This design comes from an exercise in tuning for small area, a short achievable clock period and few clock cycles per item on the open sky130 flow, not from production work.
At most, simulation tests tie the RTL to the original design; equivalence was not proved.
Power is estimated from default activity; no workload was simulated.

// dsk_decoder
module dsk_decoder (
    input  wire         clk,
    input  wire         rst,
    input  wire         in_valid,
    output wire         in_ready,
    input  wire [183:0] in_key,
    input  wire [4:0]   in_klen,
    output reg          out_valid,
    input  wire         out_ready,
    output reg          out_sign,
    output reg  [1:0]   out_class,
    output reg  [31:0]  out_exp,
    output reg  [5:0]   out_dcnt,
    output reg  [143:0] out_digits,
    output wire [2:0]   out_status,
    output wire [4:0]   out_detail
);
    reg         s0_v;
    reg [183:0] s0_key;
    reg [4:0]   s0_klen;
    reg         s1_v;
    reg         s1_e1;
    reg [3:0]   s1_det1;
    reg         s1_sign;
    reg [1:0]   s1_cls;
    reg         s1_d1;
    reg         s1_adjpos;
    reg [30:0]  s1_ep;
    reg [119:0] s1_dec;
    reg [3:0]   s1_g;
    reg         s1_e2;
    reg [3:0]   s1_det2;
    reg         s1_tail;
    wire         a_e1;
    wire [3:0]   a_det1;
    wire         a_sign;
    wire [1:0]   a_cls;
    wire         a_d1;
    wire         a_adjpos;
    wire [30:0]  a_ep;
    wire [119:0] a_dec;
    wire [3:0]   a_g;
    wire         a_e2;
    wire [3:0]   a_det2;
    wire         a_tail;
    dsk_stage_a sa (
        .key(s0_key), .klen(s0_klen),
        .e1(a_e1), .det1(a_det1), .sign(a_sign), .cls(a_cls), .d1(a_d1),
        .adjpos(a_adjpos), .ep(a_ep), .dec(a_dec), .g(a_g),
        .e2(a_e2), .det2(a_det2), .tail(a_tail)
    );
    wire         b_sign;
    wire [1:0]   b_cls;
    wire [31:0]  b_exp;
    wire [5:0]   b_dcnt;
    wire [143:0] b_digits;
    wire         b_status;
    wire [3:0]   b_detail;
    dsk_stage_b sb (
  ...
For scale: ~740 flip-flops, ~390 I/O pins, about 0.056 mm² of cells after synthesis.
clock: 25.0 ns
lec_check: 0
abc_area: 1
cap_margin: 20
core_margin: 2
core_utilization: 40
place_density: 0.6
slew_margin: 20
run.sh (not shown) runs the stock make flow with config.mk's settings and CLKGATE_MAP_FILE= SYNTH_SCRIPT=/design/flow/synth_recipe.tcl, a recipe that flattens the netlist after the stock synthesis.
Edit:
- ABC_AREA: 1 -> unset
What happened:
- design area went up by roughly a tenth
- die area went up by roughly a tenth
- utilization went down by 0.66 points
- power went down by a quarter to a third
- worst setup slack is better by 0.44 ns
- final cell count went down by a little under a tenth
- wire length went up by about a fifth
- maximum frequency went up by a few percent
No run of this note included a check of the RTL's function; only the layout flow was run.


== v10 ==
dsk_decoder, a different RTL version from the one above (not shown whole).
For scale: roughly 7300 cells after synthesis, ~750 flip-flops, roughly 53000 um^2 of cells after synthesis.
clock: 25.0 ns
lec_check: 0
abc_area: 1
cap_margin: 60
core_margin: 2
core_utilization: 60
cts_buf_list: sky130_fd_sc_hd__clkbuf_16
cts_cluster_diameter: 80
cts_cluster_size: 25
place_density: 0.7
slew_margin: 60
standard.sh (not shown) runs the stock make flow with config.mk's settings and CLKGATE_MAP_FILE= SYNTH_SCRIPT=/design/flow/synth_recipe.tcl, a recipe that flattens the netlist after the stock synthesis.
==> flow/flow/run.sh <==
#!/bin/bash
# The standard layout (the standard.sh, standard synthesis included), with
# plain buffers on the ports instead of the default port buffer cell.
set -euo pipefail
bash standard.sh "BUFFER_PORTS_ARGS=-buffer_cell sky130_fd_sc_hd__buf_1" finish > standard_flow.log 2>&1
v10: no failed stages, no open violations at the end
Testbench counts of v10, summed over its fixed seeds: cycles 16,024, items 16,000.
The following lists how v56 was set up differently from v10:
Settings: a change of CORE_UTILIZATION from 60 to 55; a change of CTS_CLUSTER_SIZE from 25 to 30.
Of the two values seen for last element of the critical path, out_digits[120] was produced by v56 and out_digits[111] by v10. Maximum vdd ir drop (v56 / v10): 0.884. v56: sequential fraction of total cell area is 0.20 points lower than what v10 reported. Setup slack: v56 less than v10.
#### Input delta (v53 over v56)
Settings: CTS_BUF_LIST: sky130_fd_sc_hd__clkbuf_16 -> unset; PLACE_DENSITY: 0.7 -> 0.6; CTS_CLUSTER_SIZE: 30 -> unset; CORE_UTILIZATION: 55 -> 40; CTS_CLUSTER_DIAMETER: 80 -> unset.
==> flow/flow/run.sh <==
#!/bin/bash
# The standard layout (the standard.sh, standard synthesis included), with
# plain buffers on the ports instead of the default port buffer cell.
set -euo pipefail
bash standard.sh "BUFFER_PORTS_ARGS=-buffer_cell sky130_fd_sc_hd__buf_2" finish > standard_flow.log 2>&1
Notes after the runs:
- v53 went all the way through the flow, and no timing, DRC or antenna check failed.
- v53 vs v56: worst slack on hold paths down in v53
- Post-route standard cell area excluding fillers ends up lower on v56.
- Compared with v56, routed wire length in v53 increased by a few percent.
- Compared with v56, in v53 period utilization comparable; latest clock arrival within the worst-skew pair now larger.
The following lists how v9 was set up differently from v53:
Settings: CTS_BUF_LIST: unset -> sky130_fd_sc_hd__clkbuf_16; CORE_UTILIZATION: 40 -> 60; PLACE_DENSITY: 0.6 -> 0.7; CTS_CLUSTER_DIAMETER: unset -> 80; CTS_CLUSTER_SIZE: unset -> 30.
==> flow/flow/run.sh <==
#!/bin/bash
# The standard layout (the standard.sh, standard synthesis included), with
# plain buffers on the ports instead of the default port buffer cell.
set -euo pipefail
bash standard.sh "BUFFER_PORTS_ARGS=-buffer_cell sky130_fd_sc_hd__buf_1" finish > standard_flow.log 2>&1
==> results.txt <==
v53 tops out at a lower clock frequency than v9. v9 closes out successfully: all stages finished, all timing, DRC and antenna checks passed. Looking at global routing usage on met3, v9 sits 1.8 points above v53. Summary of v9 over v53: design area down about 5%, arrival time of the worst setup path down 80 ps, worst reg-to-reg setup slack down 150 ps, sequential power flat.

[separate check: timing with driven ports]
Ports are ideal in the flow. The routed layouts listed here were re-timed in OpenROAD.
Step 1, drivers: a clkbuf_16 drives clk and a buf_2 each remaining input, both assumed.
Step 2 adds t to the input delays and takes it off the output delays; t is the mean of the earliest and latest rising clock arrival at the registers after step 1. Input paths then give back, and output paths get back, about the clock's delay inside the block.
Three values: ideal, step 1, step 2; two values: the first two.
run | shift t [ns] | slack for setup (ns) | worst setup path at the end
the first run of note 1 | 0.778 | 16.609 / 16.609 / 16.326 | input to register
the second run of note 1 | 0.770 | 17.048 / 17.048 / 17.048 | register to register
v10 | 0.699 | 18.736 / 18.660 / 18.296 | input to register
v56 | 0.748 | 18.702 / 18.627 / 18.158 | input to register
v53 | 0.778 | 18.674 / 18.597 / 18.558 | input to register
v9 | 0.681 | 18.751 / 18.681 / 18.309 | input to register
After both steps every run listed still meets setup and hold. For v56, which loses most, drivers alone change the setup slack by -0.075 ns; drivers and shift together by -0.544 ns.
